Source: an optimization exercise on an open RTL-to-GDS flow (aim: small area, a short achievable clock period and few clock cycles per item). Production flows keep margins and buffers that such runs may drop. Function was checked by simulation only, so behaviour that the tests miss may differ from the original.

## config.mk

```make
export PLATFORM = sky130hd
export DESIGN_NAME = zi_lea128
export DESIGN_NICKNAME = zi_lea128
export VERILOG_FILES = /design/flow/design.v
export SDC_FILE = /design/flow/constraint.sdc
export NUM_CORES = 4
export LEC_CHECK = 0
export ABC_AREA = 1
export CAP_MARGIN = 20
export CORE_MARGIN = 2
export CORE_UTILIZATION = 40
export SETUP_SLACK_MARGIN = 5
export SLEW_MARGIN = 20
```

## flow/run.sh

```bash
#!/bin/bash
# The standard layout (standard.sh: standard synthesis, then ORFS to
# finish), with one change: the buffer that ORFS puts on every input and
# output port is the platform's smallest buffer, buf_1, rather than the cell
# buffer_ports picks on its own (clkdlybuf4s50_1). The repair steps after it
# still resize port buffers where timing, slew or load call for it.
set -euo pipefail
export BUFFER_PORTS_ARGS="-buffer_cell sky130_fd_sc_hd__buf_1"
bash standard.sh > standard.log 2>&1
```

## design.v

```verilog
module zi_lea128 (
    input  wire         clk,
    input  wire         rst,           
    input  wire         in_valid,
    output wire         in_ready,
    input  wire         in_decrypt,    
    input  wire [127:0] in_key,
    input  wire [127:0] in_block,
    output reg          out_valid,
    output wire [127:0] out_block
);
    localparam [2:0] S_IDLE = 3'd0,
                     S_KEY  = 3'd1,    
                     S_ENC  = 3'd2,
                     S_DEC  = 3'd3,
                     S_KLD  = 3'd4;    
    reg [2:0]  state;
    reg [4:0]  rnd;
    reg [31:0] x0, x1, x2, x3;         
    reg [31:0] t0, t1, t2, t3;         
    reg [31:0] c0, c1, c2, c3;         
    reg        kvalid;                 
    reg    rdy;                        
    assign in_ready = rdy;
    wire   in_fire  = in_valid && in_ready;
    wire [31:0] kw0 = {in_key[103:96], in_key[111:104], in_key[119:112], in_key[127:120]};
    wire [31:0] kw1 = {in_key[71:64], in_key[79:72], in_key[87:80], in_key[95:88]};
    wire [31:0] kw2 = {in_key[39:32], in_key[47:40], in_key[55:48], in_key[63:56]};
    wire [31:0] kw3 = {in_key[7:0], in_key[15:8], in_key[23:16], in_key[31:24]};
    wire [31:0] bw0 = {in_block[103:96], in_block[111:104], in_block[119:112], in_block[127:120]};
    wire [31:0] bw1 = {in_block[71:64], in_block[79:72], in_block[87:80], in_block[95:88]};
    wire [31:0] bw2 = {in_block[39:32], in_block[47:40], in_block[55:48], in_block[63:56]};
    wire [31:0] bw3 = {in_block[7:0], in_block[15:8], in_block[23:16], in_block[31:24]};
    assign out_block = {x0[7:0], x0[15:8], x0[23:16], x0[31:24],
                        x1[7:0], x1[15:8], x1[23:16], x1[31:24],
                        x2[7:0], x2[15:8], x2[23:16], x2[31:24],
                        x3[7:0], x3[15:8], x3[23:16], x3[31:24]};
    wire hit = kvalid && ({kw0[0],    kw0[31:1],  kw1[2:0],  kw1[31:3],
                           kw2[5:0],  kw2[31:6],  kw3[10:0], kw3[31:11]}
                          == {t0, t1, t2, t3});
    reg [31:0] dc;
    always @(*) begin
        case (rnd)
            5'd0:  dc = 32'hc3efe9db;
            5'd1:  dc = 32'h88c4d604;
            5'd2:  dc = 32'he789f229;
            5'd3:  dc = 32'hc6f98763;
            5'd4:  dc = 32'h3efe9dbc;
            5'd5:  dc = 32'h8c4d6048;
            5'd6:  dc = 32'h789f229e;
            5'd7:  dc = 32'h6f98763c;
            5'd8:  dc = 32'hefe9dbc3;
            5'd9:  dc = 32'hc4d60488;
            5'd10: dc = 32'h89f229e7;
            5'd11: dc = 32'hf98763c6;
            5'd12: dc = 32'hfe9dbc3e;
            5'd13: dc = 32'h4d60488c;
            5'd14: dc = 32'h9f229e78;
            5'd15: dc = 32'h98763c6f;
            5'd16: dc = 32'he9dbc3ef;
            5'd17: dc = 32'hd60488c4;
            5'd18: dc = 32'hf229e789;
            5'd19: dc = 32'h8763c6f9;
            5'd20: dc = 32'h9dbc3efe;
            5'd21: dc = 32'h60488c4d;
            5'd22: dc = 32'h229e789f;
            default: dc = 32'h763c6f98;
        endcase
    end
    wire        bwd = (state == S_DEC);
    wire [31:0] d0 = dc                    ^ {32{bwd}};
    wire [31:0] d1 = {dc[30:0], dc[31]}    ^ {32{bwd}};
    wire [31:0] d2 = {dc[29:0], dc[31:30]} ^ {32{bwd}};
    wire [31:0] d3 = {dc[28:0], dc[31:29]} ^ {32{bwd}};
    wire        idle = (state == S_IDLE);
    wire [31:0] u0 = idle ? kw0 : t0;
    wire [31:0] u1 = idle ? kw1 : t1;
    wire [31:0] u2 = idle ? kw2 : t2;
    wire [31:0] u3 = idle ? kw3 : t3;
    wire [31:0] a0 = u0 + d0 + {31'd0, bwd};
    wire [31:0] a1 = u1 + d1 + {31'd0, bwd};
    wire [31:0] a2 = u2 + d2 + {31'd0, bwd};
    wire [31:0] a3 = u3 + d3 + {31'd0, bwd};
    wire [31:0] f0 = {a0[30:0], a0[31]};           
    wire [31:0] f1 = {a1[28:0], a1[31:29]};        
    wire [31:0] f2 = {a2[25:0], a2[31:26]};        
    wire [31:0] f3 = {a3[20:0], a3[31:21]};        
    wire [31:0] g0 = {a0[0],    a0[31:1]};         
    wire [31:0] g1 = {a1[2:0],  a1[31:3]};         
    wire [31:0] g2 = {a2[5:0],  a2[31:6]};         
    wire [31:0] g3 = {a3[10:0], a3[31:11]};        
    wire [31:0] r0 = {t0[30:0], t0[31]};
    wire [31:0] r1 = {t1[28:0], t1[31:29]};
    wire [31:0] r2 = {t2[25:0], t2[31:26]};
    wire [31:0] r3 = {t3[20:0], t3[31:21]};
    wire [31:0] e_s0 = (x0 ^ t0) + (x1 ^ t1);
    wire [31:0] e_s1 = (x1 ^ t2) + (x2 ^ t1);
    wire [31:0] e_s2 = (x2 ^ t3) + (x3 ^ t1);
    wire [31:0] e_y0 = {e_s0[22:0], e_s0[31:23]};    
    wire [31:0] e_y1 = {e_s1[4:0],  e_s1[31:5]};     
    wire [31:0] e_y2 = {e_s2[2:0],  e_s2[31:3]};     
    wire [31:0] k12  = r1 ^ r2;
    wire [31:0] k13  = r1 ^ r3;
    function [31:0] subks(input [31:0] x, input [31:0] y);
        reg [32:0] g, p, gn, pn;
        integer l, i;
        begin
            g = {x & ~y, 1'b1};
            p = {x ^ ~y, 1'b0};
            for (l = 1; l < 33; l = l * 2) begin
                gn = g;
                pn = p;
                for (i = 0; i < 33; i = i + 1)
                    if (i >= l) begin
                        gn[i] = g[i] | (p[i] & g[i - l]);
                        pn[i] = p[i] & p[i - l];
                    end
                g = gn;
                p = pn;
            end
            subks = x ^ ~y ^ g[31:0];
        end
    endfunction
    wire [31:0] d_m0 = subks({x0[8:0],  x0[31:9]},  x3 ^ r0);     
    wire [31:0] d_m1 = subks({x1[26:0], x1[31:27]}, d_m0 ^ k12);  
    wire [31:0] d_m2 = subks({x2[28:0], x2[31:29]}, d_m1 ^ k13);  
    wire [31:0] d_y1 = d_m0 ^ r1;
    wire [31:0] d_y2 = d_m1 ^ r1;
    wire [31:0] d_y3 = d_m2 ^ r1;
    always @(posedge clk) begin
        case (state)
            S_IDLE: begin
                {x0, x1, x2, x3} <= {bw0, bw1, bw2, bw3};
                if (in_decrypt && hit)
                    {t0, t1, t2, t3} <= {c0, c1, c2, c3};
                else
                    {t0, t1, t2, t3} <= {f0, f1, f2, f3};    
            end
            S_KEY: begin
                {t0, t1, t2, t3} <= {f0, f1, f2, f3};
                if (rnd == 5'd23)
                    {c0, c1, c2, c3} <= {a0, a1, a2, a3};
            end
            S_KLD: begin
                {t0, t1, t2, t3} <= {c0, c1, c2, c3};
            end
            S_ENC: begin
                {t0, t1, t2, t3} <= {f0, f1, f2, f3};
                {x0, x1, x2, x3} <= {e_y0, e_y1, e_y2, x0};
            end
            default: begin  
                {t0, t1, t2, t3} <= {g0, g1, g2, g3};
                {x0, x1, x2, x3} <= {x3, d_y1, d_y2, d_y3};
            end
        endcase
    end
    always @(posedge clk) begin
        if (rst) begin
            state     <= S_IDLE;
            rdy       <= 1'b1;
            rnd       <= 5'd0;
            out_valid <= 1'b0;
            kvalid    <= 1'b0;
        end else begin
            out_valid <= 1'b0;
            case (state)
                S_IDLE: begin
                    kvalid <= 1'b0;
                    if (in_fire) begin
                        rdy    <= 1'b0;
                        if (!in_decrypt) begin
                            rnd   <= 5'd1;
                            state <= S_ENC;
                        end else if (hit) begin
                            rnd   <= 5'd23;
                            state <= S_DEC;
                        end else begin
                            rnd   <= 5'd1;
                            state <= S_KEY;
                        end
                    end
                end
                S_KEY: begin
                    if (rnd == 5'd23) begin
                        state <= S_KLD;           
                    end else begin
                        rnd <= rnd + 5'd1;
                    end
                end
                S_KLD: begin
                    state <= S_DEC;
                end
                S_ENC: begin              
                    rnd <= rnd + 5'd1;
                    if (rnd == 5'd24) begin
                        rnd       <= 5'd0;
                        out_valid <= 1'b1;
                        rdy       <= 1'b1;
                        state     <= S_IDLE;
                    end
                end
                default: begin  
                    rnd <= rnd - 5'd1;
                    if (rnd == 5'd0) begin
                        rnd       <= 5'd0;
                        out_valid <= 1'b1;
                        kvalid    <= 1'b1;
                        rdy       <= 1'b1;
                        state     <= S_IDLE;
                    end
                end
            endcase
        end
    end
endmodule
```

## constraint.sdc

```tcl
create_clock -name core_clock -period 12.0 [get_ports {clk}]
set_input_delay 2.4000 -clock core_clock [delete_from_list [all_inputs] [get_ports {clk}]]
set_output_delay 2.4000 -clock core_clock [all_outputs]
set_load 0.01 [all_outputs]
```

## standard.sh

```bash
#!/bin/bash
# synth_recipe.tcl (not shown) runs the flow's synth.tcl, then flattens the netlist and writes it again
# the make line also repeats each setting of config.mk as NAME=value (left out here)
make -C /OpenROAD-flow-scripts/flow DESIGN_CONFIG=/design/flow/config.mk WORK_HOME=/design/flow/orfs CLKGATE_MAP_FILE= SYNTH_SCRIPT=/design/flow/synth_recipe.tcl "${@:-finish}"
```

==> results of run 1 <==
==> repair_timing <==
item	4_1_cts	5_1_grt
buffers inserted	2	17
gates resized for setup	37	62
endpoints found under the setup margin	17	16
pin swaps	0	13
==> final cells by class <==
| type | instances | area [µm²] |
|---|---|---|
| multi-input cells | 4779 | 28300 |
| flip-flops and latches | 427 | 11100 |
| clock inverters | 24 | 251 |
| repair buffers | 515 | 2410 |
| clock buffers | 76 | 1580 |
| fillers | 11000 | 56000 |
| diodes | 14 | 35.0 |
| inverters | 646 | 2440 |
| well taps | 1380 | 1730 |
==> logic make-up (layout without fill, tap and decap cells) <==
group           Yosys count  in the layout
other cells               0             14
simple gates           2555           2555
compound gates         1270           1270
flops                   427            427
xor+xnor                627            627
fa+ha+maj               327            327
buf+inv                 817           1261
==> synth_stat cells (11+ instances only) <==
library cell,number,share of area
nor4_1,15,0.0022
clkbuf_1,101,0.0090
nand2_1,1607,0.14
a221oi_1,34,0.0071
edfxtp_1,256,0.18
o21a_1,40,0.0072
o221ai_1,30,0.0063
a31oi_1,71,0.011
ha_1,320,0.095
o21bai_1,27,0.0048
o21ai_1,11,0.0013
nand3b_1,12,0.0021
xnor2_1,184,0.038
nand3_1,300,0.036
or2_2,51,0.0076
o211ai_1,83,0.015
a21o_1,43,0.0077
xor2_1,442,0.092
o21ai_0,355,0.042
buf_1,17,0.0015
nor3_1,38,0.0045
a21oi_1,480,0.057
buf_2,32,0.0038
a22oi_1,18,0.0032
a21boi_0,24,0.0043
nand4_1,66,0.0098
nor2_1,441,0.039
buf_4,17,0.0030
inv_1,634,0.057
dfxtp_1,171,0.082
==> worst register-to-register path, stage by stage, from the launching register on <==
cell and delay [ns]:
dfxtp_1 0.40, nor2_4 0.77, buf_4 0.67, inv_2 0.53
nor2_4 0.92, inv_2 0.64, nand2_1 0.63, inv_1 0.19
nand2_4 0.61, buf_4 0.51, inv_2 0.07, buf_4 0.32
o221ai_1 0.54
==> final timing paths <==
kind	from	to	slack, ns	cells past startpoint
setup / recovery	state[0]	t0[7]	5.06	12
hold / removal	c2[6]	t2[6]	0.45	2
setup reg to reg	state[0]	t0[7]	5.06	12
hold reg to reg	c2[6]	t2[6]	0.45	2
==> metal layers <==
layer	share of wire	wire, µm
met1	0.38	97100
met2	0.41	107000
met3	0.11	27400
met4	0.10	26300
met5	0.00039	100
==> impl_metrics.json, run 1 <==
{
  "drc_errors": 0,
  "synth_edf_count": 256,
  "initial_core_util": 0.404,
  "h-tree-depth": 2,
  "maxSlewHeadroom": 0.180,
  "tns_ns": 0,
  "die_w_um": 328,
  "synth-compound-area-share": 0.178,
  "io_buffers": 389,
  "use_met3": 0.0967,
  "crit_slowest_cell": "nor2_4",
  "routed_wl_um": 258000,
  "synthMuxAreaShare": 0,
  "finalWorstSetupSlack_ns": 5.06,
  "place_congestion": 1.10,
  "met1_usage": 0.576,
  "synth_seq_cells": 427,
  "yosysWarningCount": 1,
  "cts_tree": "done",
  "critPathBufInv": 7,
  "pre_cts_ws_ns": 4.40,
  "viasPerCell": 6.00,
  "timing.fmax_mhz": 144,
  "core_um2": 104000,
  "yosysSeqAreaShare": 0.265,
  "rows": 118,
  "fin_util": 0.461,
  "syn_area_per_cell_um2": 6.97,
  "root_buffer": "clkbuf_16",
  "cp_max_fo": 55,
  "cp_cell_sequence": "nor2_4 > buf_4 > inv_2 > nor2_4 > inv_2 > nand2_1 > inv_1 > nand2_4 > buf_4 > inv_2 > buf_4 > o221ai_1",
  "drt_iter0_markers": 6335,
  "cts_made_buffers": 53,
  "period_share": 0.578,
  "synthAdderAreaFrac": 0.0988,
  "timing.hold.ws_ns": 0.454,
  "tightest_slew_ns": 1.22,
  "fin_cells": 7861,
  "grt_pass1_vias": 43900,
  "synth_xor_area_frac": 0.131,
  "worstPathRequired_ns": 12.51,
  "start_kind": "flip-flop",
  "synthFlopType": "edfxtp_1",
  "clkLatencyLatePin_ns": 0.69,
  "place_hpwl_um": 213000,
  "clock-sinks": 427,
  "endpoint_kind": "flip-flop",
  "drive_gt1_frac": 0.0628,
  "netlist_area_um2": 42000,
  "synth.distinct_cells": 58,
  "die_h_um": 328,
  "syn_inst": 6023,
  "cp_top_family": "simple AND/OR/NAND/NOR gates",
  "clkTransAtPathRegs_ns": 0.07,
  "synthArstFlopShare": 0,
  "max_stage_delay_ns": 0.89,
  "hold_class": "reg2reg",
  "grt_busiest_layer": "met2",
  "wl_per_cell_um": 32.8,
  "maxCapViolCount": 0,
  "grt_pass1_wl_um": 346000,
  "min_period_ns": 6.94,
  "final_hold_viol_count": 0,
  "grt-ovfl-total": 0,
  "postCtsHoldBufs": 0,
  "placed_cell_area_um2": 45300,
  "yosys.area_share.simple": 0.251,
  "stdcell_area_um2": 47800,
  "die_area_um2": 108000,
  "nNetsFinal": 7009,
  "antenna_found_initial": 33,
  "antenna_left": 0,
  "num_vias": 47200,
  "clock_path_buffers": 3,
  "first_pass_iters": 6,
  "status": "no timing/DRC/antenna violations",
  "rsz0062_at_grt": "yes",
  "setup_viol": 0,
  "num_io_pins": 390,
  "grt_max_degree": 90,
  "place_inst": 7728,
  "grt_use_met2": 0.686,
  "final_common_cell": "nand2_1",
  "final_cell_mix": "nand2_1 (1598), inv_1 (629), a21oi_1 (471)",
  "cp.arrival_ns": 7.45,
  "grt_usage": 0.464,
  "synth_nets": 6610,
  "finalMaxSlewViolations": 0,
  "synth_top_family_by_area": "simple AND/OR/NAND/NOR gates",
  "crit_type": "reg2reg",
  "finClkSkew_ns": 0.0264,
  "area_growth_pct": 14.0
}
Testbench counts, summed over its fixed seeds: cycles 21,200, blocks 768.
==> inputs of run 2 (changes only) <==
--- a/config.mk
+++ b/config.mk
@@ -9,5 +9,7 @@
 export CAP_MARGIN = 20
 export CORE_MARGIN = 2
 export CORE_UTILIZATION = 40
+export CTS_BUF_LIST = sky130_fd_sc_hd__clkbuf_8
+export PLACE_DENSITY = 0.7
 export SETUP_SLACK_MARGIN = 5
 export SLEW_MARGIN = 20
==> run 2 against run 1 <==
Against the previous run:
- still clean on timing, DRC and antenna
- synthesized cell count did not move
- via count rose by 2.1%
- critical endpoint is now x3[31]
- highest routed layer unchanged
==> impl_metrics.json, run 2 <==
{
  "nNetsFinal": 7027,
  "die_h_um": 328,
  "min_period_ns": 6.73,
  "final_hold_viol_count": 0,
  "clkTransAtPathRegs_ns": 0.08,
  "clock-sinks": 427,
  "endpoint_kind": "flip-flop",
  "grt_pass1_wl_um": 353000,
  "period_share": 0.561,
  "grt_pass1_vias": 44500,
  "rsz0062_at_grt": "yes",
  "netlist_area_um2": 42000,
  "max_stage_delay_ns": 0.57,
  "yosysWarningCount": 1,
  "multi_input_comb_area_um2": 28300,
  "crit_type": "reg2reg",
  "crit_top_cell": "nand2_1",
  "crit_slowest_cell": "dfxtp_1",
  "start_kind": "flip-flop",
  "r2r_cells": 32,
  "min_path_cells": 2,
  "synth_edf_count": 256,
  "timing.hold.ws_ns": 0.438,
  "cp_top_family": "simple AND/OR/NAND/NOR gates",
  "critPathBufInv": 1,
  "worstPathRequired_ns": 12.56,
  "first_pass_iters": 6,
  "finalMaxSlewViolations": 0,
  "place_hpwl_um": 219000,
  "grt_usage": 0.476,
  "yosysSeqAreaShare": 0.265,
  "rows": 118,
  "synthArstFlopShare": 0,
  "tns_ns": 0,
  "place_congestion": 1.13,
  "antenna_left": 0,
  "routed_wl_um": 265000,
  "drt_iter0_markers": 6503,
  "final_common_cell": "nand2_1",
  "n_fill_cell": 10900,
  "placed_cell_area_um2": 45300,
  "num_io_pins": 390,
  "status": "no timing/DRC/antenna violations",
  "final_cell_mix": "nand2_1 (1599), inv_1 (647), a21oi_1 (471)",
  "drc_errors": 0,
  "die_area_um2": 108000,
  "cts_made_buffers": 85,
  "maxSlewHeadroom": 0.114,
  "viasPerCell": 6.10,
  "synth.distinct_cells": 58,
  "yosysTopAreaCell": "edfxtp_1",
  "finClkSkew_ns": 0.0525,
  "seq_area_um2": 11100,
  "cp_max_fo": 5,
  "grt-ovfl-total": 0,
  "tightest_slew_ns": 1.32,
  "post-synth-top-count-cell": "nand2_1",
  "syn_area_per_cell_um2": 6.97,
  "area_growth_pct": 13.8,
  "timing.fmax_mhz": 149,
  "stdcell_area_um2": 47800,
  "drive_gt1_frac": 0.0654,
  "cts_tree": "done",
  "synth_top_area_frac": 0.183,
  "hold_class": "reg2reg",
  "num_vias": 48200,
  "root_buffer": "clkbuf_8",
  "synthFlopType": "edfxtp_1",
  "synth_common_cells": "nand2_1 (1607), inv_1 (634), a21oi_1 (480)",
  "core_um2": 104000,
  "io_buffers": 389,
  "path_depth": 32,
  "postCtsHoldBufs": 0,
  "wl_per_cell_um": 33.6,
  "clkLatencyLatePin_ns": 0.80,
  "die_w_um": 328,
  "synthTopCellsByArea": "edfxtp_1 (18%), nand2_1 (14%), ha_1 (9.5%)",
  "syn_inst": 6023,
  "cp.arrival_ns": 7.29,
  "synth_nets": 6610,
  "setup_viol": 0,
  "grt_max_degree": 84,
  "synth_seq_cells": 427,
  "initial_core_util": 0.404,
  "maxCapViolCount": 0,
  "h-tree-depth": 3,
  "clock_path_buffers": 3,
  "antenna_found_initial": 33
}
## run 2: what timing repair did
item | in CTS | in global routing
buffers inserted | 4 | 10
resized for setup | 38 | 52
pin swaps | 3 | 7
gates cloned | 0 | 0
hold endpoints to repair | 0 | 0
endpoints found under the setup margin | 18 | 15
## run 2: cells by family after synthesis
group | Yosys count | synth area share
simple gates | 2555 | 0.251
compound gates | 1270 | 0.178
buf+inv | 817 | 0.0764
xor+xnor | 627 | 0.131
flops | 427 | 0.265
fa+ha+maj | 327 | 0.0988
## run 2: tightest hold or removal path: stages (launching register included)
cell	delay (ns)
edfxtp_1	0.32
nand2_1	0.05
o221ai_1	0.05
## run 2: final cells by class
cell class | instances | share of cell area
well taps | 1380 | 0.0361
multi-input cells | 4779 | 0.592
diodes | 12 | 0.000629
flip-flops and latches | 427 | 0.233
clock inverters | 52 | 0.00862
repair buffers | 501 | 0.0487
clock buffers | 105 | 0.0303
inverters | 646 | 0.0510
## run 2: final timing paths
check | from | end | slack [ns]
worst min register to register | c3[16] | t3[16] | 0.44
worst min-delay path | c3[16] | t3[16] | 0.44
worst max register to register | t0[7] | x3[31] | 5.27
worst max-delay path | t0[7] | x3[31] | 5.27
## run 2: through the flow
step | setup WS, ns | instances | utilization
floorplan | 6.10 | 6023 | -
global placement | 4.30 | 7719 | 0.436
detailed placement | 4.22 | 7719 | 0.436
CTS | 5.00 | 7880 | 0.457
global route | 4.99 | 7892 | 0.460
finish | 5.27 | 7902 | 0.460
## run 2: routing by layer
layer  vias to the layer above  track usage  wire, µm
li1                      21100            -         -
met1                     22600        0.563     95800
met2                      3602        0.718    112000
met3                       912        0.138     31700
met4                        22        0.386     25900
met5                         -            0       139
==> inputs of run 3 (changes only) <==
--- a/config.mk
+++ b/config.mk
@@ -10,6 +10,6 @@
 export CORE_MARGIN = 2
 export CORE_UTILIZATION = 40
 export CTS_BUF_LIST = sky130_fd_sc_hd__clkbuf_8
-export PLACE_DENSITY = 0.7
+export PLACE_DENSITY = 0.8
 export SETUP_SLACK_MARGIN = 5
 export SLEW_MARGIN = 20
==> run 3 against run 2 <==
Against the previous run:
- cell area is 0.13% lower
- synthesized area stayed put
- first-iteration DRC count is 7.9% higher
- highest routed layer unchanged
==> impl_metrics.json, run 3 <==
{
  "synthFlopType": "edfxtp_1",
  "yosysTopAreaCell": "edfxtp_1",
  "hold_class": "reg2reg",
  "yosysSeqAreaShare": 0.265,
  "yosysWarningCount": 1,
  "routed_wl_um": 261000,
  "cts_tree": "done",
  "place_hpwl_um": 212000,
  "num_vias": 48300,
  "cp.arrival_ns": 7.43,
  "grt_pass1_vias": 44300,
  "clock_path_buffers": 3,
  "crit_top_cell": "nand2_1",
  "antenna_left": 0,
  "netlist_area_um2": 42000,
  "status": "no timing/DRC/antenna violations",
  "maxSlewHeadroom": 0.164,
  "drive_gt1_frac": 0.0641,
  "cp_max_fo": 4,
  "post-synth-top-count-cell": "nand2_1",
  "grt_pass1_wl_um": 348000,
  "first_pass_iters": 7,
  "endpoint_kind": "flip-flop",
  "wl_met1_um": 94400,
  "grt_max_degree": 146,
  "postCtsHoldBufs": 0,
  "grt_usage": 0.467,
  "num_io_pins": 390,
  "timing.fmax_mhz": 146,
  "drc_errors": 0,
  "start_kind": "flip-flop",
  "crit_slowest_cell": "o21ai_1",
  "clkLatencyLatePin_ns": 0.83,
  "h-tree-depth": 3,
  "wl_per_cell_um": 33.0,
  "synth_seq_cells": 427,
  "period_share": 0.572,
  "max_stage_delay_ns": 0.52,
  "final_hold_viol_count": 0,
  "setup_viol": 0,
  "drt_iter0_markers": 7014,
  "die_area_um2": 108000,
  "synthArstFlopShare": 0,
  "rsz0062_at_grt": "yes",
  "rows": 118,
  "area_growth_pct": 13.7,
  "syn_area_per_cell_um2": 6.97,
  "tightest_slew_ns": 1.25,
  "finalMaxSlewViolations": 0,
  "dr.max_layer_used": "met5",
  "final_common_cell": "nand2_1",
  "synthTopCellsByArea": "edfxtp_1 (18%), nand2_1 (14%), ha_1 (9.5%)",
  "nNetsFinal": 7020,
  "synth_edf_count": 256,
  "place_congestion": 1.20,
  "viasPerCell": 6.11,
  "synth_nets": 6610,
  "tns_ns": 0,
  "root_buffer": "clkbuf_8",
  "final_cell_mix": "nand2_1 (1596), inv_1 (662), a21oi_1 (474)",
  "synth.distinct_cells": 58,
  "cts_made_buffers": 85,
  "pre_cts_ws_ns": 4.00,
  "maxCapViolCount": 0,
  "met3WireLength_um": 32200,
  "grt-ovfl-total": 0,
  "finalWorstSetupSlack_ns": 5.14,
  "antenna_found_initial": 33,
  "io_buffers": 389,
  "syn_inst": 6023,
  "routed-wl-met2_um": 108000,
  "synth_common_cells": "nand2_1 (1607), inv_1 (634), a21oi_1 (480)",
  "initial_core_util": 0.404,
  "worstPathRequired_ns": 12.57,
  "min_period_ns": 6.86,
  "die_w_um": 328,
  "clkTransAtPathRegs_ns": 0.06,
  "clock-sinks": 427,
  "crit_type": "reg2reg",
  "synth_top_area_frac": 0.183,
  "finClkSkew_ns": 0.0604,
  "die_h_um": 328,
  "core_um2": 104000
}
[run 3: cell counts after synthesis]
Identical to the previous run, type by type.
[run 3: worst max-delay path, delay by kind of cell, from the launching register on]
kind                     cells  cell delay [ns]
XOR/XNOR                     3             0.80
buffers and inverters        2             0.14
flip-flops                   1             0.46
AO/OA/AOI/OAI               11             2.97
adder cells (fa/ha/maj)      3             1.15
AND/OR/NAND/NOR             10             1.11
[run 3: cells by family (layout without fill, tap and decap cells)]
family	Yosys count	count (layout)	synth area share
DFF	427	427	0.265
xor gates and xnor gates	627	627	0.131
adders and majority gates	327	327	0.0988
AOI/OAI and AO/OA	1270	1270	0.178
and+or+nand+nor	2555	2555	0.251
other	0	16	0
buffers and inverters	817	1300	0.0764
[run 3: final timing paths]
check	start	to	cells after the start	slack, ns
max	x3[1]	x3[30]	29	5.14
min reg2reg	c2[17]	t2[17]	2	0.46
max reg2reg	x3[1]	x3[30]	29	5.14
min	c2[17]	t2[17]	2	0.46
[run 3: through the flow]
stage | utilization | cell area [µm²] | cells | hold WS [ns]
CTS | 0.455 | 47200 | 7871 | 0.457
detailed placement | 0.436 | 45200 | 7708 | 0.440
global placement | 0.436 | 45200 | 7708 | 0.436
finish | 0.460 | 47700 | 7902 | 0.457
global route | 0.459 | 47700 | 7889 | 0.473
floorplan | - | 42000 | 6023 | 0.429
[run 3: routing by layer]
layer	track usage	vias to the layer above
met4	0.380	16
met1	0.568	22600
met5	0	-
met3	0.125	968
met2	0.693	3600
li1	-	21000
[run 3: area by class of cell]
type,instances,area [µm²]
diodes,16,40.0
clock buffers,99,1360
clock inverters,61,452
fillers,10800,56100
inverters,646,2440
multi-input cells,4779,28300
flip-flops and latches,427,11100
well taps,1380,1730
repair buffers,494,2260
[run 3: timing repair]
action | 4_1_cts | 5_1_grt
gates resized for setup | 28 | 60
endpoints found under the setup margin | 19 | 17
pin swaps | 3 | 16
cloned | 0 | 0
buffers inserted | 3 | 14
==> inputs of run 4 (changes only) <==
--- a/config.mk
+++ b/config.mk
@@ -6,10 +6,10 @@
 export NUM_CORES = 4
 export LEC_CHECK = 0
 export ABC_AREA = 1
-export CAP_MARGIN = 20
+export CAP_MARGIN = 10
 export CORE_MARGIN = 2
 export CORE_UTILIZATION = 40
 export CTS_BUF_LIST = sky130_fd_sc_hd__clkbuf_8
-export PLACE_DENSITY = 0.8
+export PLACE_DENSITY = 0.7
 export SETUP_SLACK_MARGIN = 5
-export SLEW_MARGIN = 20
+export SLEW_MARGIN = 10
==> run 4 against run 3 <==
Against the previous run:
- now fails the layout checks on capacitance limit, slew limit
- cell count hardly changed
- critical endpoint unchanged
- via count is 0.19% lower
- largest cell class unchanged
==> impl_metrics.json, run 4 <==
{
  "cts_tree": "done",
  "start_kind": "flip-flop",
  "timing.fmax_mhz": 146,
  "antenna_found_initial": 25,
  "synth_nets": 6610,
  "critPathBufInv": 1,
  "first_pass_iters": 7,
  "grt_pass1_wl_um": 354000,
  "clkTransAtPathRegs_ns": 0.08,
  "place_hpwl_um": 219000,
  "clkLatencyLatePin_ns": 0.84,
  "cp_cell_sequence": "xnor2_1 > ha_1 > nand2_1 > nor4_1 > nand4_1 > nand2_1 > nand2_1 > nand2_1 > xor2_1 > xor2_1 > ha_1 > xnor2_1 > xor2_1 > xor2_1 > ha_1 > inv_1 > nor3_1 > and2_1 > a221oi_1 > nand4_1 > nand2_1 > o211ai_1",
  "h-tree-depth": 3,
  "setup_viol": 0,
  "synth.distinct_cells": 58,
  "path_depth": 22,
  "finClkSkew_ns": 0.0841,
  "root_buffer": "clkbuf_8",
  "final_hold_viol_count": 0,
  "synth_top_area_frac": 0.183,
  "routed_wl_um": 266000,
  "tns_ns": 0,
  "synth_edf_count": 256,
  "num_io_pins": 390,
  "post-synth-top-count-cell": "nand2_1",
  "drc_errors": 0,
  "maxCapViolCount": 1,
  "nNetsFinal": 7025,
  "r2r_cells": 22,
  "io_buffers": 389,
  "rsz0062_at_grt": "yes",
  "n_fill_cell": 10900,
  "wl_per_cell_um": 33.7,
  "final_cell_mix": "nand2_1 (1598), inv_1 (651), a21oi_1 (474)",
  "cp.arrival_ns": 7.35,
  "syn_inst": 6023,
  "place_congestion": 1.13,
  "crit_slowest_cell": "xor2_1",
  "rows": 118,
  "wl_met1_um": 96800,
  "status": "complete, but fails checks",
  "grt-ovfl-total": 0,
  "min_period_ns": 6.84,
  "antenna_left": 0,
  "period_share": 0.570,
  "area_growth_pct": 13.4,
  "yosysSeqAreaShare": 0.265,
  "cp_top_family": "XOR/XNOR gates",
  "maxSlewHeadroom": -0.0108,
  "worstPathRequired_ns": 12.51,
  "core_um2": 104000,
  "die_area_um2": 108000,
  "so_faults": "capacitance limit, slew limit",
  "routed-wl-met2_um": 111000,
  "viasPerCell": 6.09,
  "hold_class": "reg2reg",
  "grt_pass1_vias": 44400,
  "synthTopCellsByArea": "edfxtp_1 (18%), nand2_1 (14%), ha_1 (9.5%)",
  "drt_iter0_markers": 7259,
  "die_h_um": 328,
  "drive_gt1_frac": 0.0644,
  "synth_seq_cells": 427,
  "synthFlopType": "edfxtp_1",
  "crit_top_cell": "nand2_1",
  "finalMaxSlewViolations": 2,
  "cts_made_buffers": 85,
  "die_w_um": 328,
  "synthArstFlopShare": 0,
  "clock_path_buffers": 3,
  "synth_common_cells": "nand2_1 (1607), inv_1 (634), a21oi_1 (480)",
  "grt_max_degree": 84,
  "dr.max_layer_used": "met5",
  "grt_usage": 0.478,
  "num_vias": 48200,
  "met3WireLength_um": 31400,
  "crit_type": "reg2reg",
  "endpoint_kind": "flip-flop",
  "final_common_cell": "nand2_1",
  "cp_max_fo": 5,
  "yosysWarningCount": 1,
  "tightest_slew_ns": 1.50,
  "clock-sinks": 427,
  "min_path_cells": 2,
  "initial_core_util": 0.404,
  "syn_area_per_cell_um2": 6.97,
  "yosysTopAreaCell": "edfxtp_1",
  "netlist_area_um2": 42000,
  "max_stage_delay_ns": 0.97
}
[run 4: cell counts after synthesis]
No cell type changed its count.
[run 4: final timing paths]
path	slack, ns	from	to
min reg2reg	0.43	c3[16]	t3[16]
min	0.43	c3[16]	t3[16]
max reg2reg	5.16	x3[21]	x3[30]
max	5.16	x3[21]	x3[30]
[run 4: area by class of cell]
class	count	area, µm²	area share
tap	1380	1730	0.0363
clock buffer	96	1320	0.0278
antenna	17	42.5	0.000894
inverter	646	2440	0.0512
timing repair buffer	499	2300	0.0483
clock inverter	61	432	0.00907
multi-input combinational	4779	28200	0.593
sequential	427	11100	0.234
[run 4: logic make-up (layout without fill, tap and decap cells)]
| group | after synthesis | count (layout) | share of synthesized area |
|---|---|---|---|
| simple gates | 2555 | 2555 | 0.251 |
| compound gates | 1270 | 1270 | 0.178 |
| buf+inv | 817 | 1302 | 0.0764 |
| xor+xnor | 627 | 627 | 0.131 |
| flops | 427 | 427 | 0.265 |
| fa+ha+maj | 327 | 327 | 0.0988 |
| other cells | 0 | 17 | 0 |
[run 4: worst min-delay path: stages, from the launching register on]
cell and delay, ns:
edfxtp_1 0.32, nand2_1 0.05, o221ai_1 0.05
[run 4: repair_timing]
item / 4_1_cts / 5_1_grt
setup buffers: 3 / 9
endpoints found under the setup margin: 18 / 15
pin swaps: 1 / 9
gates resized for setup: 32 / 53
hold buffers: 0 / 0
gates cloned: 0 / 0
[run 4: routing by layer]
metal  vias to the layer above  track usage
met5                         -            0
met4                         8        0.404
met2                      3607        0.712
met1                     22500        0.577
li1                      21100            -
met3                       953        0.122
[run 4: per-stage QoR]
step | worst slack (ns) | area [µm²] | cells | util | hold WS [ns]
after floorplan | 6.10 | 42000 | 6023 | - | 0.429
after global placement | 4.30 | 45300 | 7719 | 0.436 | 0.433
after detailed placement | 4.30 | 45300 | 7719 | 0.436 | 0.440
after CTS | 5.00 | 47200 | 7879 | 0.455 | 0.434
after global routing | 4.92 | 47600 | 7889 | 0.458 | 0.480
final | 5.16 | 47600 | 7905 | 0.459 | 0.433
==> inputs of run 5 (changes only) <==
--- a/config.mk
+++ b/config.mk
@@ -6,10 +6,10 @@
 export NUM_CORES = 4
 export LEC_CHECK = 0
 export ABC_AREA = 1
-export CAP_MARGIN = 10
+export CAP_MARGIN = 20
 export CORE_MARGIN = 2
-export CORE_UTILIZATION = 40
+export CORE_UTILIZATION = 45
 export CTS_BUF_LIST = sky130_fd_sc_hd__clkbuf_8
 export PLACE_DENSITY = 0.7
 export SETUP_SLACK_MARGIN = 5
-export SLEW_MARGIN = 10
+export SLEW_MARGIN = 20
==> run 5 against run 4 <==
Against the previous run:
- now clean on timing, DRC and antenna
- routed wire length is 6.0% lower
- core utilization is 5.1 points higher
- synthesized area stayed put
- clock skew is 0.029 ns lower
- cell count is 1.6% lower
- cell area is 0.58% lower
==> impl_metrics.json, run 5 <==
{
  "synth_common_cells": "nand2_1 (1607), inv_1 (634), a21oi_1 (480)",
  "clkTransAtPathRegs_ns": 0.06,
  "drt_iter0_markers": 7559,
  "yosysWarningCount": 1,
  "r2r_cells": 26,
  "cts_made_buffers": 83,
  "place_congestion": 1.19,
  "cts_tree": "done",
  "finalWorstSetupSlack_ns": 5.09,
  "first_pass_iters": 7,
  "rows": 112,
  "finalMaxSlewViolations": 0,
  "synth_xor_area_frac": 0.131,
  "die_w_um": 309,
  "viasPerCell": 6.20,
  "nNetsFinal": 7019,
  "yosysSeqAreaShare": 0.265,
  "hold_class": "reg2reg",
  "maxSlewHeadroom": 0.165,
  "io_buffers": 389,
  "rr_startpoint": "x3[1]",
  "cp_max_fo": 4,
  "min_path_cells": 2,
  "endpoint_kind": "flip-flop",
  "antenna_left": 0,
  "fin_cells": 7780,
  "grt-ovfl-total": 0,
  "die_h_um": 309,
  "post-synth-top-count-cell": "nand2_1",
  "syn_area_per_cell_um2": 6.97,
  "die_area_um2": 95700,
  "setup_viol": 0,
  "path_depth": 26,
  "wl_per_cell_um": 32.2,
  "clock-sinks": 427,
  "place_hpwl_um": 204000,
  "placed_cell_area_um2": 45100,
  "start_kind": "flip-flop",
  "maxCapViolCount": 0,
  "synthAdderAreaFrac": 0.0988,
  "final_hold_viol_count": 0,
  "yosysTopAreaCell": "edfxtp_1",
  "clkLatencyLatePin_ns": 0.78,
  "final_cell_mix": "nand2_1 (1601), inv_1 (656), a21oi_1 (474)",
  "crit_slowest_cell": "xor2_1",
  "area_growth_pct": 12.8,
  "timing.hold.ws_ns": 0.443,
  "timing.fmax_mhz": 145,
  "grt_max_degree": 104,
  "min_period_ns": 6.91,
  "synth.distinct_cells": 58,
  "drc_errors": 0,
  "synthTopCellsByArea": "edfxtp_1 (18%), nand2_1 (14%), ha_1 (9.5%)",
  "critPathBufInv": 2,
  "antenna_found_initial": 37,
  "netlist_area_um2": 42000,
  "initial_core_util": 0.452,
  "max_stage_delay_ns": 0.69,
  "drive_gt1_frac": 0.0618,
  "synth_edf_count": 256,
  "core_um2": 92900,
  "routed_wl_um": 250000,
  "synth-compound-area-share": 0.178,
  "grt_pass1_vias": 44100,
  "num_io_pins": 390,
  "synth_seq_cells": 427,
  "syn_inst": 6023,
  "synthMuxAreaShare": 0,
  "yosys.area_share.simple": 0.251,
  "grt_usage": 0.506,
  "clock_path_buffers": 3,
  "synthFlopType": "edfxtp_1",
  "status": "no timing/DRC/antenna violations",
  "stdcell_area_um2": 47300,
  "place_inst": 7585,
  "synthArstFlopShare": 0,
  "synth_nets": 6610,
  "synth_top_family_by_area": "simple AND/OR/NAND/NOR gates",
  "crit_type": "reg2reg",
  "worstPathRequired_ns": 12.47,
  "crit_path_end": "x3[16]",
  "pre_cts_ws_ns": 4.26,
  "rsz0062_at_grt": "yes",
  "root_buffer": "clkbuf_8",
  "cp_top_family": "compound AO/OA/AOI/OAI gates",
  "period_share": 0.576,
  "grt_pass1_wl_um": 336000,
  "finClkSkew_ns": 0.0549,
  "cp-startpoint": "x3[1]",
  "crit_top_cell": "nand2_1",
  "reg2reg_to": "x3[16]",
  "tns_ns": 0,
  "rrSetupSlack_ns": 5.09,
  "cp.arrival_ns": 7.38,
  "h-tree-depth": 3,
  "synth_top_area_frac": 0.183,
  "tightest_slew_ns": 1.25,
  "final_common_cell": "nand2_1",
  "num_vias": 48200
}
-- run 5: logic make-up (layout without fill, tap and decap cells) --
| family | count (synthesis) | count (layout) |
|---|---|---|
| buffers and inverters | 817 | 1296 |
| AOI/OAI and AO/OA | 1270 | 1270 |
| DFF | 427 | 427 |
| adders and majority gates | 327 | 327 |
| xor gates and xnor gates | 627 | 627 |
| and+or+nand+nor | 2555 | 2555 |
| other | 0 | 24 |
-- run 5: layout make-up --
| cell class | instances | area [µm²] |
|---|---|---|
| Antenna cell | 24 | 60.1 |
| Clock buffer | 96 | 1320 |
| Inverter | 646 | 2440 |
| Clock inverter | 59 | 402 |
| Sequential cell | 427 | 11100 |
| Tap cell | 1254 | 1570 |
| Timing Repair Buffer | 495 | 2260 |
| Fill cell | 9520 | 45600 |
| Multi-Input combinational cell | 4779 | 28200 |
-- run 5: per-layer routing --
metal  global-route usage  vias to the layer above  part of all wire
met2                0.737                     3819              0.41
met3                0.132                     1020              0.13
met5                    0                        -           0.00034
li1                     -                    21000                 -
met1                0.605                    22400              0.35
met4                0.475                       12              0.11
-- run 5: metrics by stage --
stage                util
detailed placement  0.485
CTS                 0.505
floorplan               -
finish              0.509
global route        0.509
global placement    0.485
-- run 5: what timing repair did --
item / CTS / global route
hold buffers: 0 / 0
setup endpoints to repair: 16 / 16
setup buffers: 4 / 12
resized for setup: 29 / 40
pin swaps: 3 / 7
-- run 5: worst register-to-register path, cell delays in order (launching register included) --
cell and delay, ns:
edfxtp_1 0.43, xnor2_1 0.16, ha_2 0.38, nand2_1 0.07, nand2_1 0.07, o21ai_2 0.09
o21bai_2 0.19, buf_4 0.15, xor2_2 0.49, xor2_1 0.14, ha_1 0.38, nand2_1 0.06
o21ai_0 0.55, a21boi_1 0.27, inv_1 0.17, nand2_1 0.06, nand2_1 0.11, xor2_1 0.70
xor2_1 0.15, ha_1 0.28, a21oi_1 0.35, o21ai_0 0.24, a21oi_1 0.33, xor2_1 0.28
nor2_1 0.06, o21ai_0 0.35, nand3_1 0.13
-- run 5: worst min path at each step --
stage,from,end,slack (ns)
after floorplan,c0[27],t0[27],0.43
after global placement,c3[16],t3[16],0.43
after detailed placement,c3[17],t3[17],0.44
after CTS,c1[17],t1[17],0.44
after global routing,c3[17],t3[17],0.47
final,c1[17],t1[17],0.44
==> inputs of run 6 (changes only) <==
--- a/config.mk
+++ b/config.mk
@@ -10,6 +10,7 @@
 export CORE_MARGIN = 2
 export CORE_UTILIZATION = 45
 export CTS_BUF_LIST = sky130_fd_sc_hd__clkbuf_8
+export CTS_CLUSTER_SIZE = 12
 export PLACE_DENSITY = 0.7
 export SETUP_SLACK_MARGIN = 5
 export SLEW_MARGIN = 20
==> run 6 against run 5 <==
Against the previous run:
- core utilization about the same
- fmax shrank 0.19%
- first-iteration DRC count decreased by 3.1%
- non-clock buffer count unchanged
- critical path type unchanged
- synthesized cell count stayed put
- via count hardly changed
- critical endpoint unchanged
- worst hold slack lost 0.0028 ns
- global-route usage hardly changed
- routed wire length increased by 0.11%
- sequential share of layout area is essentially flat
==> impl_metrics.json, run 6 <==
{
  "core_um2": 92900,
  "viasPerCell": 6.21,
  "finalMaxSlewViolations": 0,
  "grt_pass1_wl_um": 336000,
  "clkLatencyLatePin_ns": 0.80,
  "min_from": "c1[17]",
  "yosysSeqAreaShare": 0.265,
  "h-tree-depth": 3,
  "grt_pass1_vias": 44200,
  "hold_path_end": "t1[17]",
  "finClkSkew_ns": 0.0655,
  "hold_class": "reg2reg",
  "start_kind": "flip-flop",
  "place_hpwl_um": 204000,
  "cts_tree": "done",
  "final_cell_mix": "nand2_1 (1601), inv_1 (656), a21oi_1 (474)",
  "drt_iter0_markers": 7328,
  "io_buffers": 389,
  "die_area_um2": 95700,
  "synth_common_cells": "nand2_1 (1607), inv_1 (634), a21oi_1 (480)",
  "place_congestion": 1.19,
  "worstPathRequired_ns": 12.48,
  "crit_slowest_cell": "xor2_1",
  "die_h_um": 309,
  "num_vias": 48300,
  "synthTopCellsByArea": "edfxtp_1 (18%), nand2_1 (14%), ha_1 (9.5%)",
  "setup_viol": 0,
  "finalWorstSetupSlack_ns": 5.07,
  "clock-sinks": 427,
  "cp.arrival_ns": 7.40,
  "crit_type": "reg2reg",
  "final_hold_viol_count": 0,
  "antenna_left": 0,
  "tightest_slew_ns": 1.26,
  "synth_nets": 6610,
  "status": "no timing/DRC/antenna violations",
  "syn_area_per_cell_um2": 6.97,
  "maxCapViolCount": 0,
  "synthArstFlopShare": 0,
  "clock_path_buffers": 3,
  "initial_core_util": 0.452,
  "post-synth-top-count-cell": "nand2_1",
  "rrSetupSlack_ns": 5.07,
  "clkTransAtPathRegs_ns": 0.07,
  "die_w_um": 309,
  "netlist_area_um2": 42000,
  "area_growth_pct": 12.9,
  "antenna_found_initial": 36,
  "period_share": 0.577,
  "min_path_cells": 2,
  "cp-startpoint": "x3[1]",
  "drive_gt1_frac": 0.0618,
  "fin_util": 0.510,
  "synth_edf_count": 256,
  "crit_top_cell": "nand2_1",
  "wl_per_cell_um": 32.2,
  "cp_max_fo": 4,
  "syn_inst": 6023,
  "first_pass_iters": 10,
  "synth_top_area_frac": 0.183,
  "drc_errors": 0,
  "final_common_cell": "nand2_1",
  "stdcell_area_um2": 47400,
  "yosysTopAreaCell": "edfxtp_1",
  "synth_seq_cells": 427,
  "root_buffer": "clkbuf_8",
  "reg2reg_to": "x3[16]",
  "placed_cell_area_um2": 45100,
  "timing.fmax_mhz": 144,
  "yosysWarningCount": 1,
  "synthFlopType": "edfxtp_1",
  "num_io_pins": 390,
  "r2r_cells": 29,
  "tns_ns": 0,
  "grt-ovfl-total": 0,
  "min_period_ns": 6.93,
  "nNetsFinal": 7019,
  "grt_max_degree": 104,
  "pre_cts_ws_ns": 4.26,
  "rr_startpoint": "x3[1]",
  "maxSlewHeadroom": 0.157,
  "cts_made_buffers": 83,
  "routed_wl_um": 250000,
  "max_stage_delay_ns": 0.74,
  "grt_usage": 0.506,
  "endpoint_kind": "flip-flop",
  "synth.distinct_cells": 58,
  "rsz0062_at_grt": "no",
  "rows": 112,
  "postCtsHoldBufs": 0
}
==> run 6: cell counts after synthesis <==
Identical to the previous run, type by type.
==> run 6: repair_timing <==
item | in CTS | in global routing
endpoints found under the setup margin | 16 | 16
pin swaps | 3 | 7
buffers inserted | 4 | 12
resized for setup | 29 | 40
cloned | 0 | 0
==> run 6: layout make-up <==
class	count	area [µm²]
fillers	9517	45500
multi-input cells	4779	28200
flip-flops and latches	427	11100
inverters	646	2440
repair buffers	495	2260
well taps	1254	1570
clock buffers	96	1320
clock inverters	59	449
diodes	23	57.6
==> run 6: cells by family (layout without fill, tap and decap cells) <==
group,count (synthesis),count (layout),synth area share
AOI/OAI and AO/OA,1270,1270,0.178
xor gates and xnor gates,627,627,0.131
adders and majority gates,327,327,0.0988
buffers and inverters,817,1296,0.0764
DFF,427,427,0.265
other,0,23,0
and+or+nand+nor,2555,2555,0.251
==> run 6: per-stage QoR <==
stage | hold slack [ns] | cells
final | 0.440 | 7779
after global routing | 0.465 | 7758
after CTS | 0.444 | 7744
after detailed placement | 0.439 | 7585
after global placement | 0.435 | 7585
after floorplan | 0.429 | 6023
==> run 6: critical path: cells and delay by family, from the launching register on <==
| kind | cells | cell delay, ns |
|---|---|---|
| AO/OA/AOI/OAI | 6 | 1.63 |
| XOR/XNOR | 6 | 1.96 |
| adder cells (fa/ha/maj) | 3 | 1.05 |
| flip-flops | 1 | 0.43 |
| AND/OR/NAND/NOR | 14 | 1.57 |
==> run 6: how the worst max path moves through the flow <==
stage / slack, ns / end / cells past startpoint
global route: 4.96 / x3[31] / 39
detailed placement: 4.26 / x3[27] / 34
CTS: 5.05 / x3[16] / 28
floorplan: 6.10 / x3[31] / 35
finish: 5.07 / x3[16] / 29
global placement: 4.24 / x3[27] / 34
==> run 6: per-layer routing <==
layer	vias up	GRT usage	part of all wire
li1	21100	-	-
met1	22300	0.604	0.35
met2	3821	0.736	0.40
met3	1059	0.134	0.13
met4	8	0.477	0.11
met5	-	0	0.00018
==> inputs of run 7 (changes only) <==
--- a/config.mk
+++ b/config.mk
@@ -5,12 +5,11 @@
 export SDC_FILE = /design/flow/constraint.sdc
 export NUM_CORES = 4
 export LEC_CHECK = 0
-export ABC_AREA = 1
+export ABC_AREA = 0
 export CAP_MARGIN = 20
 export CORE_MARGIN = 2
 export CORE_UTILIZATION = 45
 export CTS_BUF_LIST = sky130_fd_sc_hd__clkbuf_8
-export CTS_CLUSTER_SIZE = 12
 export PLACE_DENSITY = 0.7
 export SETUP_SLACK_MARGIN = 5
 export SLEW_MARGIN = 20
==> run 7 against run 6 <==
Against the previous run:
- still clean
- routed wire length shrank 11%
==> impl_metrics.json, run 7 <==
{
  "routed_wl_um": 222000,
  "clock_path_buffers": 3,
  "n_fill_cell": 8486,
  "antenna_left": 0,
  "cts_tree": "done",
  "rrSetupSlack_ns": 4.93,
  "fin_cells": 6384,
  "grt_pass1_vias": 38300,
  "min_from": "c1[10]",
  "initial_core_util": 0.456,
  "area_growth_pct": 14.9,
  "yosysSeqAreaShare": 0.280,
  "rows": 108,
  "cts_made_buffers": 83,
  "die_area_um2": 90500,
  "syn_inst": 4703,
  "stdcell_area_um2": 45500,
  "place_inst": 6169,
  "cp.arrival_ns": 7.53,
  "cp_max_fo": 7,
  "synth_common_cells": "nand2_1 (574), xnor2_1 (429), a21oi_1 (379)",
  "yosysTopAreaCell": "edfxtp_1",
  "synth_seq_cells": 427,
  "grt_usage": 0.475,
  "place_congestion": 1.06,
  "finClkSkew_ns": 0.0578,
  "nNetsFinal": 5727,
  "clkTransAtPathRegs_ns": 0.06,
  "worstPathRequired_ns": 12.46,
  "die_w_um": 301,
  "final_hold_viol_count": 0,
  "synth_top_area_frac": 0.194,
  "first_pass_iters": 7,
  "wl_per_cell_um": 34.8,
  "reg2reg_to": "x3[31]",
  "start_kind": "flip-flop",
  "grt_max_degree": 142,
  "setup_viol": 0,
  "fin_util": 0.523,
  "syn_area_per_cell_um2": 8.43,
  "num_vias": 41600,
  "rr_startpoint": "t0[14]",
  "io_buffers": 389,
  "h-tree-depth": 3,
  "crit_type": "reg2reg",
  "antenna_found_initial": 20,
  "status": "no timing/DRC/antenna violations",
  "clock-sinks": 427,
  "tns_ns": 0,
  "synth_edf_count": 256,
  "synth_nets": 5290,
  "endpoint_kind": "flip-flop",
  "post-synth-top-count-cell": "nand2_1",
  "drt_iter0_markers": 5566,
  "finalMaxSlewViolations": 0,
  "crit_slowest_cell": "dfxtp_1",
  "crit_top_cell": "xnor2_1",
  "timing.fmax_mhz": 141,
  "synth.distinct_cells": 96,
  "die_h_um": 301,
  "netlist_area_um2": 39700,
  "min_path_cells": 1,
  "r2r_cells": 30,
  "grt-ovfl-total": 0,
  "root_buffer": "clkbuf_8",
  "viasPerCell": 6.51,
  "max_stage_delay_ns": 0.77,
  "num_io_pins": 390,
  "hold_path_end": "t1[10]",
  "final_common_cell": "nand2_1",
  "core_um2": 87000,
  "period_share": 0.589,
  "place_hpwl_um": 176000,
  "placed_cell_area_um2": 43000,
  "maxCapViolCount": 0,
  "maxSlewHeadroom": 0.130,
  "synthTopCellsByArea": "edfxtp_1 (19%), ha_1 (10%), xnor2_1 (9.5%)",
  "rsz0062_at_grt": "yes",
  "synthArstFlopShare": 0,
  "drc_errors": 0,
  "clkLatencyLatePin_ns": 0.79,
  "synthFlopType": "edfxtp_1",
  "min_period_ns": 7.07,
  "drive_gt1_frac": 0.0879,
  "grt_pass1_wl_um": 298000,
  "hold_class": "reg2reg",
  "tightest_slew_ns": 1.30,
  "yosysWarningCount": 1,
  "final_cell_mix": "nand2_1 (568), xnor2_1 (398), buf_1 (389)"
}
run 7: cell count changes after synthesis, moves of 155 or more:
cell / previous run / this run
nand2_1: 1607 / 574
inv_1: 634 / 175
xnor2_1: 184 / 429
nand3_1: 300 / 63
nor2_1: 441 / 272
a21o_1: 43 / 198
run 7: how the worst max path moves through the flow:
| stage | start | end | slack, ns | cells past startpoint |
|---|---|---|---|---|
| 2_1_floorplan | x3[0] | x3[31] | 5.48 | 32 |
| 3_3_place_gp | x3[0] | x3[31] | 3.55 | 32 |
| 3_5_place_dp | x3[0] | x3[31] | 3.52 | 32 |
| 4_1_cts | x3[0] | x3[31] | 4.99 | 33 |
| 5_1_grt | x3[8] | x3[31] | 4.72 | 33 |
| 6_report | t0[14] | x3[31] | 4.93 | 30 |
run 7: cells by family (layout without fill, tap and decap cells):
group	after synthesis	in the layout	share of synthesized area
AOI/OAI and AO/OA	1364	1364	0.229
xor gates and xnor gates	771	771	0.170
adders and majority gates	328	328	0.105
buffers and inverters	388	895	0.0372
DFF	427	427	0.280
muxes	80	80	0.0204
other	0	19	0
and+or+nand+nor	1345	1345	0.158
run 7: metrics by stage:
stage | hold WS [ns] | setup WS, ns
4_1_cts | 0.439 | 4.99
3_5_place_dp | 0.425 | 3.52
2_1_floorplan | 0.408 | 5.48
6_report | 0.428 | 4.93
3_3_place_gp | 0.411 | 3.55
5_1_grt | 0.441 | 4.72
run 7: repair_timing:
action,4_1_cts,5_1_grt
gates cloned,0,0
pin swaps,14,54
endpoints found under the setup margin,16,13
buffers inserted,16,25
gates resized for setup,46,68
hold buffers,0,0
run 7: final cells by class:
type                       count  area, µm²  area share
antenna                       19       47.5     0.00104
inverter                     179        672      0.0148
sequential                   427      11100       0.244
timing repair buffer         561       2780      0.0611
multi-input combinational   3888      27800       0.609
tap                         1155       1450      0.0317
clock inverter                65        483      0.0106
clock buffer                  90       1240      0.0272
run 7: critical path, delay by kind of cell (launching register included):
kind / cells / cell delay, ns
adder cells (fa/ha/maj): 3 / 1.17
AO/OA/AOI/OAI: 11 / 2.11
XOR/XNOR: 6 / 1.06
flip-flops: 1 / 0.77
AND/OR/NAND/NOR: 10 / 1.66
run 7: per-layer routing:
layer,vias up,track usage,share of wire
li1,17900,-,-
met1,20000,0.574,0.37
met3,734,0.129,0.11
met5,-,0,0.00042
met4,14,0.394,0.097
met2,2850,0.702,0.42
==> inputs of run 8 (changes only) <==
--- a/config.mk
+++ b/config.mk
@@ -8,7 +8,7 @@
 export ABC_AREA = 0
 export CAP_MARGIN = 20
 export CORE_MARGIN = 2
-export CORE_UTILIZATION = 45
+export CORE_UTILIZATION = 40
 export CTS_BUF_LIST = sky130_fd_sc_hd__clkbuf_8
 export PLACE_DENSITY = 0.7
 export SETUP_SLACK_MARGIN = 5
==> run 8 against run 7 <==
Against the previous run:
- worst hold slack gained 0.0034 ns
- core utilization shrank 5.7 points
- critical path depth shrank 1
- first-iteration DRC count grew 8.2%
- synthesized cell count is the same
- sequential cell count is the same
- global-route usage shrank 5.7 points
- setup slack gained 0.22 ns
- largest cell class unchanged
==> impl_metrics.json, run 8 <==
{
  "period_share": 0.571,
  "place_hpwl_um": 175000,
  "viasPerCell": 6.37,
  "num_vias": 41500,
  "antenna_found_initial": 16,
  "synth_edf_count": 256,
  "crit_type": "reg2reg",
  "syn_area_per_cell_um2": 8.43,
  "hold_class": "reg2reg",
  "cts_tree": "done",
  "drive_gt1_frac": 0.0898,
  "n_fill_cell": 9870,
  "synthArstFlopShare": 0,
  "status": "no timing/DRC/antenna violations",
  "timing.hold.ws_ns": 0.432,
  "drc_errors": 0,
  "rsz0062_at_grt": "yes",
  "worstPathRequired_ns": 12.50,
  "first_pass_iters": 9,
  "tns_ns": 0,
  "antenna_left": 0,
  "synth_seq_cells": 427,
  "yosysWarningCount": 1,
  "grt_max_degree": 78,
  "final_cell_mix": "nand2_1 (567), xnor2_1 (394), buf_1 (389)",
  "synthTopCellsByArea": "edfxtp_1 (19%), ha_1 (10%), xnor2_1 (9.5%)",
  "maxSlewHeadroom": 0.143,
  "min_period_ns": 6.85,
  "synth_common_cells": "nand2_1 (574), xnor2_1 (429), a21oi_1 (379)",
  "finClkSkew_ns": 0.0378,
  "start_kind": "flip-flop",
  "yosysSeqAreaShare": 0.280,
  "crit_slowest_cell": "edfxtp_1",
  "drt_iter0_markers": 6021,
  "place_congestion": 1.09,
  "synthFlopType": "edfxtp_1",
  "core_um2": 98300,
  "die_w_um": 319,
  "nNetsFinal": 5737,
  "routed_wl_um": 221000,
  "cp.arrival_ns": 7.36,
  "post-synth-top-count-cell": "nand2_1",
  "tightest_slew_ns": 1.28,
  "num_io_pins": 390,
  "area_growth_pct": 15.5,
  "h-tree-depth": 3,
  "grt_pass1_wl_um": 298000,
  "finalMaxSlewViolations": 0,
  "final_hold_viol_count": 0,
  "final_common_cell": "nand2_1",
  "cts_made_buffers": 84,
  "clkLatencyLatePin_ns": 0.79,
  "endpoint_kind": "flip-flop",
  "io_buffers": 389,
  "cp_max_fo": 5,
  "rows": 115,
  "syn_inst": 4703,
  "grt_usage": 0.417,
  "maxCapViolCount": 0,
  "root_buffer": "clkbuf_8",
  "initial_core_util": 0.403,
  "timing.fmax_mhz": 146,
  "synth.distinct_cells": 96,
  "yosysTopAreaCell": "edfxtp_1",
  "synth_top_area_frac": 0.194,
  "max_stage_delay_ns": 0.52,
  "die_area_um2": 102000,
  "clkTransAtPathRegs_ns": 0.07,
  "synth_nets": 5290,
  "grt-ovfl-total": 0,
  "clock-sinks": 427,
  "setup_viol": 0,
  "netlist_area_um2": 39700,
  "postCtsHoldBufs": 0,
  "wl_per_cell_um": 33.9,
  "grt_pass1_vias": 38200,
  "clock_path_buffers": 3,
  "die_h_um": 319
}
## run 8: area by class of cell
class | count | area [µm²] | area share
multi-input cells | 3888 | 27900 | 0.608
flip-flops and latches | 427 | 11100 | 0.243
repair buffers | 570 | 2840 | 0.0620
well taps | 1287 | 1610 | 0.0352
clock buffers | 93 | 1280 | 0.0279
inverters | 179 | 672 | 0.0147
clock inverters | 64 | 404 | 0.00882
diodes | 6 | 15.0 | 0.000328
## run 8: cells by family after synthesis
group | synth area share
fa+ha+maj | 0.105
simple gates | 0.158
compound gates | 0.229
buf+inv | 0.0372
xor+xnor | 0.170
mux | 0.0204
flops | 0.280
## run 8: stage by stage
step	cells	utilization	cell area, µm²	worst slack, ns
floorplan	4703	-	39700	5.48
global placement	6296	0.438	43000	3.49
detailed placement	6296	0.438	43000	3.46
CTS	6462	0.457	44900	4.95
global route	6508	0.466	45800	4.86
finish	6514	0.466	45800	5.15
## run 8: worst paths after layout
| check | start | end | slack (ns) | cells past startpoint |
|---|---|---|---|---|
| hold / removal | c0[26] | t0[26] | 0.43 | 2 |
| hold reg to reg | c0[26] | t0[26] | 0.43 | 2 |
| setup reg to reg | x0[13] | x3[31] | 5.15 | 29 |
| setup / recovery | x0[13] | x3[31] | 5.15 | 29 |
## run 8: per-layer routing
| metal | vias to the layer above | global-route usage | share of wire |
|---|---|---|---|
| met1 | 19900 | 0.515 | 0.37 |
| met5 | - | 0 | 0.00010 |
| li1 | 17900 | - | - |
| met4 | 6 | 0.324 | 0.093 |
| met2 | 2945 | 0.615 | 0.41 |
| met3 | 728 | 0.114 | 0.12 |
## run 8: what timing repair did
item / CTS / global route
endpoints found under the hold margin: 0 / 0
resized for setup: 29 / 110
buffers inserted: 9 / 46
pin swaps: 9 / 69
setup endpoints to repair: 16 / 18
## run 8: critical path: cells and delay by family (launching register included)
| family | cells | cell delay, ns |
|---|---|---|
| adder cells (fa/ha/maj) | 3 | 1.23 |
| flip-flops | 1 | 0.52 |
| XOR/XNOR | 5 | 0.88 |
| AND/OR/NAND/NOR | 8 | 1.34 |
| AO/OA/AOI/OAI | 13 | 2.61 |

==> static timing again, ports no longer ideal <==
In the flow no input, the clock included, has a driving cell. The finished layouts below were timed again as built, in two steps. Step 1 (the two cells are an assumption about what drives the block):
set clk [get_ports {clk}]
set_driving_cell -lib_cell sky130_fd_sc_hd__clkbuf_16 $clk
set_driving_cell -lib_cell sky130_fd_sc_hd__buf_2 [delete_from_list [all_inputs] $clk]
Step 2, shift: input delay + t, output delay - t, t = (earliest + latest rising clock arrival at the registers) / 2. This alone moves slack from input paths to output paths. Slacks: ideal ports / drivers / drivers and shift; pairs: ideal ports / drivers.
| run | t (ns) | slack for setup (ns) | worst setup path at the end | pins driven straight from the clock port |
|---|---|---|---|---|
| run 1 | 0.754 | 5.059 / 5.059 / 4.934 | input to register | 1 |
| run 2 | 0.852 | 5.269 / 5.269 / 4.614 | input to register | 1 |
| run 3 | 0.879 | 5.137 / 5.137 / 5.137 | register to register | 1 |
| run 4 | 0.869 | 5.158 / 5.158 / 4.965 | input to register | 1 |
| run 5 | 0.830 | 5.087 / 5.087 / 4.931 | input to register | 1 |
| run 6 | 0.842 | 5.074 / 5.074 / 4.959 | input to register | 1 |
| run 7 | 0.827 | 4.927 / 4.927 / 4.593 | input to register | 1 |
| run 8 | 0.835 | 5.150 / 5.150 / 4.465 | input to register | 1 |
For run 8, which loses most, drivers alone change the setup slack by 0.000 ns; drivers and shift together by -0.685 ns.
